This is an optimization exercise on Yosys and OpenROAD, whose aim is small area, a short achievable clock period and few clock cycles, not a production implementation.
Function was not checked in any run shown here: the RTL went through the layout flow alone.
Power is estimated from default activity; no workload was simulated.

==> flow/design.v <==
module fdc_crctab (
    input  wire [7:0]  idx,
    output wire [15:0] val
);
    wire p = ^idx;
    assign val[15]  = p;
    assign val[14]  = p ^ idx[7];
    assign val[13]  = idx[7] ^ idx[6];
    assign val[12]  = idx[6] ^ idx[5];
    assign val[11]  = idx[5] ^ idx[4];
    assign val[10]  = idx[4] ^ idx[3];
    assign val[9]   = idx[3] ^ idx[2];
    assign val[8]   = idx[2] ^ idx[1];
    assign val[7]   = idx[1] ^ idx[0];
    assign val[6]   = idx[0];
    assign val[5:1] = 5'd0;
    assign val[0]   = p;
endmodule
module fdc_engine (
    input  wire        clk,
    input  wire        rst,
    input  wire        cmd_valid,
    output wire        cmd_ready,
    input  wire [31:0] cmd_word,
    input  wire [31:0] cmd_arg,
    input  wire        cmd_empty,
    input  wire        in_valid,
    output wire        in_ready,
    input  wire [7:0]  in_data,
    input  wire        in_last,
    output wire        out_valid,
    input  wire        out_ready,
    output wire [7:0]  out_data,
    output wire        done,
    output wire [7:0]  status
);
    localparam [7:0] OP_SETSTAFF = 8'h02;
    localparam [7:0] OP_RESET    = 8'h0A;
    localparam [7:0] OP_STUFF    = 8'h50;
    localparam [7:0] OP_UNSTUFF  = 8'h51;
    localparam [7:0] OP_MOD256   = 8'h60;
    localparam [7:0] OP_CRC16    = 8'h61;
    reg [7:0]   cfg_esc;
    reg         cfg_en;
    reg [255:0] cfg_pat;
    reg        busy;          
    reg        run;           
    reg        k_stuff, k_unst, k_mod, k_crc, k_set;
    reg        ord;           
    reg        s_err;         
    reg        s_opd;         
    reg [15:0] acc;           
    reg        pf;            
    reg        t2;            
    reg        ov;
    reg [7:0]  od;
    wire [7:0] c_op     = cmd_word[7:0];
    wire       c_hi0    = (cmd_word[31:9] == 23'd0);
    wire       c_b8     = cmd_word[8];
    wire       c_set    = (c_op == OP_SETSTAFF) && c_hi0 && !c_b8;
    wire       c_rst    = (c_op == OP_RESET)    && c_hi0 && !c_b8;
    wire       c_stuff  = (c_op == OP_STUFF)    && c_hi0 && !c_b8;
    wire       c_unst   = (c_op == OP_UNSTUFF)  && c_hi0 && !c_b8;
    wire       c_mod    = (c_op == OP_MOD256)   && c_hi0 && !c_b8;
    wire       c_crc    = (c_op == OP_CRC16)    && c_hi0;
    wire       c_legal  = c_set || c_rst || c_stuff || c_unst || c_mod || c_crc;
    wire       c_opd    = c_set && (cmd_arg[31:9] != 23'd0);
    wire       c_ok     = c_legal && !c_opd;
    assign cmd_ready = !busy;
    wire   cmd_fire  = cmd_valid && !busy;
    wire [15:0] dlo = 16'd1 << in_data[3:0];
    wire [15:0] dhi = 16'd1 << in_data[7:4];
    wire [15:0] row_hit;
    genvar gj;
    generate
        for (gj = 0; gj < 16; gj = gj + 1) begin : g_row
            assign row_hit[gj] = |(dlo & cfg_pat[16*gj +: 16]);
        end
    endgenerate
    wire in_is_pat = cfg_en && |(dhi & row_hit);
    wire [15:0] tab_val;
    fdc_crctab u_tab (
        .idx (acc[7:0] ^ in_data),
        .val (tab_val)
    );
    wire [15:0] crc_next = {8'h00, acc[15:8]} ^ tab_val;
    wire [7:0]  sum_next = acc[7:0] + in_data;
    wire o_free   = !ov || out_ready;
    wire esc_pend = k_stuff && pf;
    assign in_ready = run && !esc_pend && o_free;
    wire   in_fire  = in_valid && in_ready;
    wire unst_drop = cfg_en && pf && (in_data == cfg_esc);
    assign done   = busy && !run && !esc_pend && !t2 && o_free;
    assign status = {4'd0, s_opd, s_opd, 1'b0, s_err};
    assign out_valid = ov;
    assign out_data  = od;
    wire pat_clr = rst || (cmd_fire && c_ok && (c_set || c_rst));
    wire pat_we  = !rst && run && k_set && in_valid;
    wire [15:0] dhi_we = dhi & {16{pat_we}};
    genvar gi;
    generate
        for (gi = 0; gi < 256; gi = gi + 1) begin : g_pat
            always @(posedge clk)
                cfg_pat[gi] <= (cfg_pat[gi] && !pat_clr) ||
                               (dhi_we[gi / 16] && dlo[gi % 16]);
        end
    endgenerate
    always @(posedge clk) begin
        if (rst) begin
            cfg_esc <= 8'h00;
            cfg_en  <= 1'b0;
            busy    <= 1'b0;
            run     <= 1'b0;
            ov      <= 1'b0;
            pf      <= 1'b0;
            t2      <= 1'b0;
        end else begin
            if (ov && out_ready)
                ov <= 1'b0;
            if (cmd_fire) begin
                busy    <= 1'b1;
                run     <= !cmd_empty;
                k_stuff <= c_stuff;
                k_unst  <= c_unst;
                k_mod   <= c_mod;
                k_crc   <= c_crc;
                k_set   <= c_set && !c_opd;
                ord     <= c_b8;
                s_err   <= !c_ok;
                s_opd   <= c_opd;
                acc     <= {16{c_op[0]}};
                pf      <= 1'b0;
                t2      <= c_crc && cmd_empty;
                if (c_ok && c_set) begin
                    cfg_esc <= cmd_arg[7:0];
                    cfg_en  <= cmd_arg[8];
                end
                if (c_ok && c_rst) begin
                    cfg_esc <= 8'h00;
                    cfg_en  <= 1'b0;
                end
                if ((c_mod || c_crc) && cmd_empty) begin
                    ov <= 1'b1;
                    od <= {8{c_op[0]}};
                end
            end
            if (esc_pend && o_free) begin
                ov <= 1'b1;
                od <= cfg_esc;
                pf <= 1'b0;
            end
            if (t2 && !run && o_free) begin
                ov <= 1'b1;
                od <= ord ? acc[15:8] : acc[7:0];
                t2 <= 1'b0;
            end
            if (in_fire) begin
                if (k_stuff) begin
                    ov <= 1'b1;
                    od <= in_data;
                    pf <= in_is_pat;
                end
                if (k_unst) begin
                    if (unst_drop) begin
                        pf <= 1'b0;
                    end else begin
                        ov <= 1'b1;
                        od <= in_data;
                        pf <= in_is_pat;
                    end
                end
                if (k_mod) begin
                    acc[7:0] <= sum_next;
                    if (in_last) begin
                        ov <= 1'b1;
                        od <= sum_next;
                    end
                end
                if (k_crc) begin
                    acc <= crc_next;
                    if (in_last) begin
                        ov <= 1'b1;
                        od <= ord ? crc_next[7:0] : crc_next[15:8];
                        t2 <= 1'b1;
                    end
                end
                if (in_last)
                    run <= 1'b0;
            end
            if (done) begin
                busy <= 1'b0;
                run  <= 1'b0;
            end
        end
    end
endmodule
==> flow/run.sh <==
#!/bin/bash
# synth_recipe.tcl (not shown) runs the flow's synth.tcl, then flattens the netlist and writes it again
# the make line also repeats each setting of config.mk as NAME=value (left out here)
make -C /OpenROAD-flow-scripts/flow DESIGN_CONFIG=/design/flow/config.mk WORK_HOME=/design/flow/orfs CLKGATE_MAP_FILE= SYNTH_SCRIPT=/design/flow/synth_recipe.tcl finish
==> flow/config.mk <==
export PLATFORM = sky130hd
export DESIGN_NAME = fdc_engine
export DESIGN_NICKNAME = fdc_engine
export VERILOG_FILES = /design/flow/design.v
export SDC_FILE = /design/flow/constraint.sdc
export NUM_CORES = 4
export LEC_CHECK = 0
export CAP_MARGIN = 20
export CORE_MARGIN = 2
export CORE_UTILIZATION = 40
export PLACE_DENSITY = 0.6
export SLEW_MARGIN = 20
==> flow/constraint.sdc <==
create_clock -name core_clock -period 3.6 [get_ports {clk}]
set_input_delay 0.7200 -clock core_clock [delete_from_list [all_inputs] [get_ports {clk}]]
set_output_delay 0.7200 -clock core_clock [all_outputs]
set_load 0.01 [all_outputs]
==> results of run 1 <==
## power breakdown
part	internal, uW	switching, uW	total (uW)
clock	2220	1470	3690
sequential	3450	44.6	3490
combinational	392	569	960
## final timing paths
path / start / endpoint / slack, ns / cells after the start
worst max-delay path: out_ready / done / 0.30 / 5
worst max register to register: acc[1] / od[7] / 0.63 / 9
worst min register to register: cfg_pat[154] / cfg_pat[154] / 0.45 / 2
worst min-delay path: cfg_pat[154] / cfg_pat[154] / 0.45 / 2
## cells by family (layout without fill, tap and decap cells)
family | Yosys count | count (layout)
AO/OA/AOI/OAI | 555 | 555
AND/OR/NAND/NOR | 428 | 428
flip-flops | 302 | 302
buffers and inverters | 147 | 253
multiplexers | 59 | 59
XOR/XNOR | 24 | 24
adder cells (fa/ha/maj) | 13 | 13
other | 1 | 5
## placed cells by master (no fill, tap or decap), types with 5 or more instances in the layout
cell type / synthesis / layout
and3_1: 11 / 11
clkbuf_16: 0 / 37
nand2b_1: 12 / 12
clkinv_2: 0 / 9
nand3b_1: 6 / 6
clkdlybuf4s50_1: 0 / 89
edfxtp_1: 32 / 32
nor2b_1: 19 / 19
and2_1: 16 / 15
nor2_1: 63 / 63
o21ai_0: 175 / 175
conb_1: 1 / 5
o22ai_1: 13 / 13
a32oi_1: 12 / 12
nand2_1: 211 / 211
a22o_1: 135 / 135
o221ai_1: 11 / 11
inv_1: 14 / 14
mux2i_1: 30 / 30
buf_4: 15 / 78
xnor2_1: 19 / 19
nor3b_1: 9 / 9
mux2_2: 25 / 25
a22oi_1: 42 / 42
nor3_1: 16 / 15
a21oi_1: 67 / 67
dfxtp_1: 270 / 270
a211oi_1: 7 / 7
a221oi_1: 8 / 8
o211ai_1: 7 / 7
clkbuf_8: 0 / 10
buf_12: 0 / 8
a21o_1: 6 / 6
nand3_1: 21 / 21
ha_1: 12 / 12
a31oi_1: 17 / 17
nor4_1: 12 / 12
## cell type report
type	count	area (um2)
clock buffers	49	1070
fillers	3313	17800
repair buffers	177	1650
well taps	455	569
flip-flops and latches	302	6370
multi-input cells	1084	6940
inverters	14	52.6
clock inverters	13	130
## flip-flops by register name (all words and copies together), names as in the netlist, 8 cells and up
signal and cells:
acc 16, cfg_esc 8, cfg_pat 256, od 8
## worst max-delay path, stage by stage
cell             delay [ns]
clkdlybuf4s50_1        0.45
nand2b_1               0.19
a21boi_0               0.30
nor4b_2                0.33
clkdlybuf4s50_1        0.61
## layer usage
layer	up-vias	GRT usage [%]	routed length, um
met3	121	4.75	3760
met5	-	0	12
met1	6207	35.1	20600
li1	5849	-	-
met2	595	42.0	22000
met4	2	9.14	1610
## repair_timing
action	in CTS	in global routing
resized for setup	0	1
buffers inserted	0	0
endpoints found under the setup margin	0	1
## metrics by stage
| stage | utilization, % | total power, uW | hold WS (ns) |
|---|---|---|---|
| 2_1_floorplan | - | 4110 | 0.417 |
| 3_3_place_gp | 45.1 | 4510 | 0.427 |
| 3_5_place_dp | 45.1 | 4510 | 0.442 |
| 4_1_cts | 48.5 | 8180 | 0.456 |
| 5_1_grt | 48.6 | 8420 | 0.478 |
| 6_report | 48.6 | 8150 | 0.450 |
==> flow_metrics.tcl, run 1 <==
set metrics [dict create \
    max_clock_freq_ghz 0.303 \
    gp_congestion 0.902 \
    drt_pass1_iterations 6 \
    hold_class "reg -> reg" \
    syn_area_um2 14100 \
    ys_ff_latch 302 \
    synthDistinctLibCells 85 \
    synth-compound-area-share_pct 27.2 \
    period_share_pct 91.7 \
    critPathLaunchType "input pin" \
    detail-route-antenna-nets 0 \
    n_antenna_cell 0 \
    clockBufferDepth 3 \
    io_pins 99 \
    cts_hold_buf 0 \
    fin_crit_ns 3.30 \
    rows 68 \
    tritoncts "built" \
    synth_fa_ha_area_share_pct 1.21 \
    synthXorXnorAreaFrac_pct 1.55 \
    grt_usage_pct 26.1 \
    drive_gt1_share_pct 12.0 \
    area_delta_synth_final_pct 19.3 \
    synthTopCellsByCount "dfxtp_1, nand2_1, o21ai_0" \
    report.final.slew_viol_count 0 \
    dp_cells 2032 \
    seq_area_frac_synth_pct 45.3 \
    avgRoutedWirePerCell_um 22.9 \
    overflow 0 \
    nNetsFinal 1706 \
    clk_pin_slew_ns 0.06 \
    synth_area_leader_cell "dfxtp_1" \
    yosysMostFrequentCell "dfxtp_1" \
    antenna_found_initial 1 \
    clk_latency_ns 0.54 \
    drt-initial-drc-count 1398 \
    critical_path_class "in -> out" \
    coreArea_um2 34500 \
    grt_pass1_vias 12200 \
    power_leakage_uw 0.00608 \
    syn_inst 1529 \
    hold_violations 0 \
    ys_warn_count 1 \
    dpl_cell_area_um2 15600 \
    numCtsBuffers 35 \
    vias 12800 \
    cts_sinks 302 \
    die-area_um2 36700 \
    synth.avg_cell_area_um2 9.19 \
    finalInstanceArea_um2 16800 \
    clock-root-buffer "clkbuf_16" \
    worstPathMaxFanout 4 \
    synthSimpleGateAreaFrac_pct 14.6 \
    crit_arrival_ns 2.58 \
    setup_viol 0 \
    max_cap_viol_count 0 \
    dieHeight_um 191 \
    grt_max_degree 91 \
    io_buffers 93 \
    place_hpwl_mm 32.4 \
    peakVddDrop_mv 0.360 \
    clock_skew_ns 0.0274 \
    grt_pass1_wl_mm 73.4 \
    outcome "complete, no violations" \
    pre_cts_slack_ns 0.0659 \
    endpoint_kind "primary output" \
    setup_tns_ns 0 \
    synth_top_area_share_pct 38.5 \
    die_x_um 191 \
    finalWorstSetupSlack_ns 0.299 \
    slew_headroom_pct 38.9 \
    rsz0062_at_grt "no" \
    fin_cells 2094 \
    initial_core_util_pct 40.7 \
    synthTopCellsByArea "dfxtp_1, a22o_1, edfxtp_1" \
    synthFlopType "dfxtp_1" \
    worst_pin_slew_ns 0.917 \
    avgViaCountPerCell 6.10 \
    htreeDepth 2 \
    synth_top_family_by_area "compound AO/OA/AOI/OAI gates" \
    wirelength_mm 48.0 \
    synthMuxAreaShare_pct 4.49 \
    async_flop_share_pct 0 \
    drc 0 \
    crit_required_ns 2.88 \
    synth_edf_count 32 \
    cellPowerDensity_nw_per_um2 486 \
]
==> run 2, diff against run 1 <==
--- a/flow/config.mk
+++ b/flow/config.mk
@@ -6,7 +6,9 @@
 export NUM_CORES = 4
 export LEC_CHECK = 0
+export ABC_CLOCK_PERIOD_IN_PS = 2000
 export CAP_MARGIN = 20
 export CORE_MARGIN = 2
 export CORE_UTILIZATION = 40
 export PLACE_DENSITY = 0.6
+export SETUP_SLACK_MARGIN = 1.6
 export SLEW_MARGIN = 20
==> run 2 against run 1 <==
Against the previous run:
- still clean
- final area increased by 26%
- power grew 5.2%
- maximum frequency up 30%
- die area did not move
- non-clock buffer count up 164
- synthesized cell count is the same
- critical path depth increased by 4
- clock-buffer cell count rose by 1
- sequential share of layout area shrank 7.7 points
- critical endpoint is now od[0]
- largest power group is now registers
==> flow_metrics.tcl, run 2 <==
set metrics [dict create \
    synthTopCellsByArea "dfxtp_1, a22o_1, edfxtp_1" \
    detail-route-antenna-nets 0 \
    gp_congestion 0.895 \
    setup_tns_ns 0 \
    power_leakage_uw 0.00837 \
    antenna_found_initial 0 \
    setup_viol 0 \
    rows 68 \
    clock-root-buffer "clkbuf_16" \
    n_fill_cell 2784 \
    period_share_pct 70.7 \
    pre_cts_slack_ns 0.237 \
    avgRoutedWirePerCell_um 26.7 \
    ys_ff_latch 302 \
    drc 0 \
    synthTopCellsByCount "dfxtp_1, nand2_1, o21ai_0" \
    synthFlopType "dfxtp_1" \
    yosysMostFrequentCell "dfxtp_1" \
    wirelength_mm 60.3 \
    critical_path_class "reg -> reg" \
    coreArea_um2 34500 \
    slew_headroom_pct 48.5 \
    max_clock_freq_ghz 0.393 \
    r2r-end "od[0]" \
    synthDistinctLibCells 85 \
    synth.avg_cell_area_um2 9.19 \
    reg_top3 "cfg_pat (256), acc (16)" \
    endpoint_kind "flip-flop" \
    htreeDepth 2 \
    synth_top_area_share_pct 38.5 \
    startpoint "acc[4]" \
    report.final.slew_viol_count 0 \
    rsz0062_at_grt "yes" \
    crit_required_ns 3.88 \
    top_register "cfg_pat" \
    dpl_cell_area_um2 15800 \
    syn_area_um2 14100 \
    syn_inst 1529 \
    cellPowerDensity_nw_per_um2 407 \
    largest_reg_flops 256 \
    grt_pass1_vias 14200 \
    drt-initial-drc-count 1680 \
    io_buffers 93 \
    path_cells "ha_4 > ha_4 > xnor2_4 > xnor2_2 > xnor2_2 > xor2_2 > xnor2_1 > or3_1 > a21o_1" \
    clock_skew_ns 0.0147 \
    clk_latency_ns 0.52 \
    seq_area_frac_synth_pct 45.3 \
    worstPathMaxFanout 3 \
    clockBufferDepth 3 \
    initial_core_util_pct 40.7 \
    ys_warn_count 1 \
    drt_pass1_iterations 8 \
    area_delta_synth_final_pct 49.9 \
    cpPeakStageDelay_ns 0.47 \
    fin_crit_ns 2.55 \
    vias 14500 \
    n_antenna_cell 0 \
    finalInstanceArea_um2 21100 \
    finalWorstSetupSlack_ns 1.05 \
    crit_arrival_ns 2.82 \
    clk_pin_slew_ns 0.07 \
    async_flop_share_pct 0 \
    peakVddDrop_mv 0.430 \
    timing.rr.start "acc[4]" \
    die-area_um2 36700 \
    crit_path_top_delay_cell "edfxtp_1" \
    hold_violations 0 \
    outcome "complete, no violations" \
    layout.cells.most_common "dfxtp_1" \
    endpoint "od[0]" \
    cts_sinks 302 \
    ff_latch_area_um2 6370 \
    critPathLaunchType "flip-flop" \
    worst_pin_slew_ns 0.770 \
    mostFrequentLayoutCells "dfxtp_1, a22o_1, buf_4" \
    synth_edf_count 32 \
    hold_class "reg -> reg" \
    place_hpwl_mm 33.6 \
    max_cap_viol_count 0 \
    cts_hold_buf 0 \
    io_pins 99 \
    dieHeight_um 191 \
    drive_gt1_share_pct 38.4 \
    tritoncts "built" \
    die_x_um 191 \
    r2r_cells 9 \
    overflow 0 \
    numCtsBuffers 34 \
    avgViaCountPerCell 6.41 \
    r2r_setup_slack_ns 1.05 \
    multiInputGateArea_um2 8710 \
    finalPower_uw 8570 \
    synth_area_leader_cell "dfxtp_1" \
    grt_usage_pct 31.8 \
    grt_max_degree 33 \
    grt_pass1_wl_mm 88.6 \
    nNetsFinal 1876 \
]
## run 2: cell counts after synthesis
Identical to the previous run, type by type.
## run 2: critical path: cells and delay by family (launching register included)
kind,cells,cell delay (ns)
XOR/XNOR,5,0.82
adder cells (fa/ha/maj),2,0.53
flip-flops,1,0.47
AND/OR/NAND/NOR,1,0.32
AO/OA/AOI/OAI,1,0.16
## run 2: how the worst min path moves through the flow
stage,startpoint,to,slack [ns],depth (start not counted)
after CTS,cfg_pat[156],cfg_pat[156],0.46,2
after detailed placement,cfg_pat[243],cfg_pat[243],0.45,2
final,cfg_pat[190],cfg_pat[190],0.46,2
after global placement,cfg_pat[156],cfg_pat[156],0.44,2
after global routing,cfg_pat[182],cfg_pat[182],0.48,2
after floorplan,cfg_pat[144],cfg_pat[144],0.43,2
## run 2: per-layer routing
layer,routed length (um),GRT usage (%),share of wire [%],vias to the layer above
li1,-,-,-,6238
met1,23400,41.4,39,7099
met2,27700,51.2,46,920
met3,6010,6.44,10,234
met4,3200,13.1,5.3,0
met5,0,0,0,-
## run 2: cell type report
| class | count | share of cell area, % |
|---|---|---|
| Inverter | 14 | 0.321 |
| Tap cell | 455 | 2.70 |
| Timing Repair Buffer | 341 | 20.4 |
| Sequential cell | 302 | 30.2 |
| Clock inverter | 6 | 0.297 |
| Clock buffer | 50 | 4.72 |
| Multi-Input combinational cell | 1091 | 41.3 |
## run 2: report_power, final
part / internal (uW) / switching, uW
clock: 1980 / 1430
combinational: 823 / 843
sequential: 3450 / 44.7
total: 6250 / 2320
## run 2: per-stage QoR
stage	hold slack, ns	cells	util [%]
6_report	0.462	2259	61.0
5_1_grt	0.476	2259	61.0
4_1_cts	0.456	2235	57.9
3_5_place_dp	0.446	2029	45.7
3_3_place_gp	0.437	2029	45.7
2_1_floorplan	0.426	1533	-
## run 2: logic make-up after synthesis
logic type	share of synthesized area (%)
mux	4.49
simple gates	14.6
compound gates	27.2
flops	45.3
fa+ha+maj	1.21
xor+xnor	1.55
buf+inv	5.67
other cells	0.0267
## run 2: repair_timing
item | in CTS | in global routing
resized for setup | 506 | 193
cloned | 50 | 1
pin swaps | 78 | 29
setup buffers | 100 | 23
setup endpoints to repair | 320 | 302
endpoints found under the hold margin | 0 | 0

-- re-timing with driven ports --
How much do the figures lean on ideal ports? The routed layouts below were timed once more, with nothing changed but the port constraints.
Step 1 (the two cells are an assumption about what drives the block):
set clk [get_ports {clk}]
set_driving_cell -lib_cell sky130_fd_sc_hd__clkbuf_16 $clk
set_driving_cell -lib_cell sky130_fd_sc_hd__buf_2 [delete_from_list [all_inputs] $clk]
Step 2 also shifts input and output timing later by t, the mid clock arrival at the registers, as if the neighbouring blocks saw the same clock.
Slacks: ideal / step 1 / step 2; pairs: ideal / step 1.
run | t, ns | setup WS [ns] | worst register clock-pin slew, ns
run 1 | 0.574 | 0.299 / 0.276 / 0.070 | 0.06 / 0.06
run 2 | 0.558 | 1.054 / 1.040 / 0.482 | 0.07 / 0.07
After both steps setup and hold are still met in every run listed. The setup slack of run 2, which loses most, moves by -0.014 ns with the drivers and by -0.572 ns with both steps.
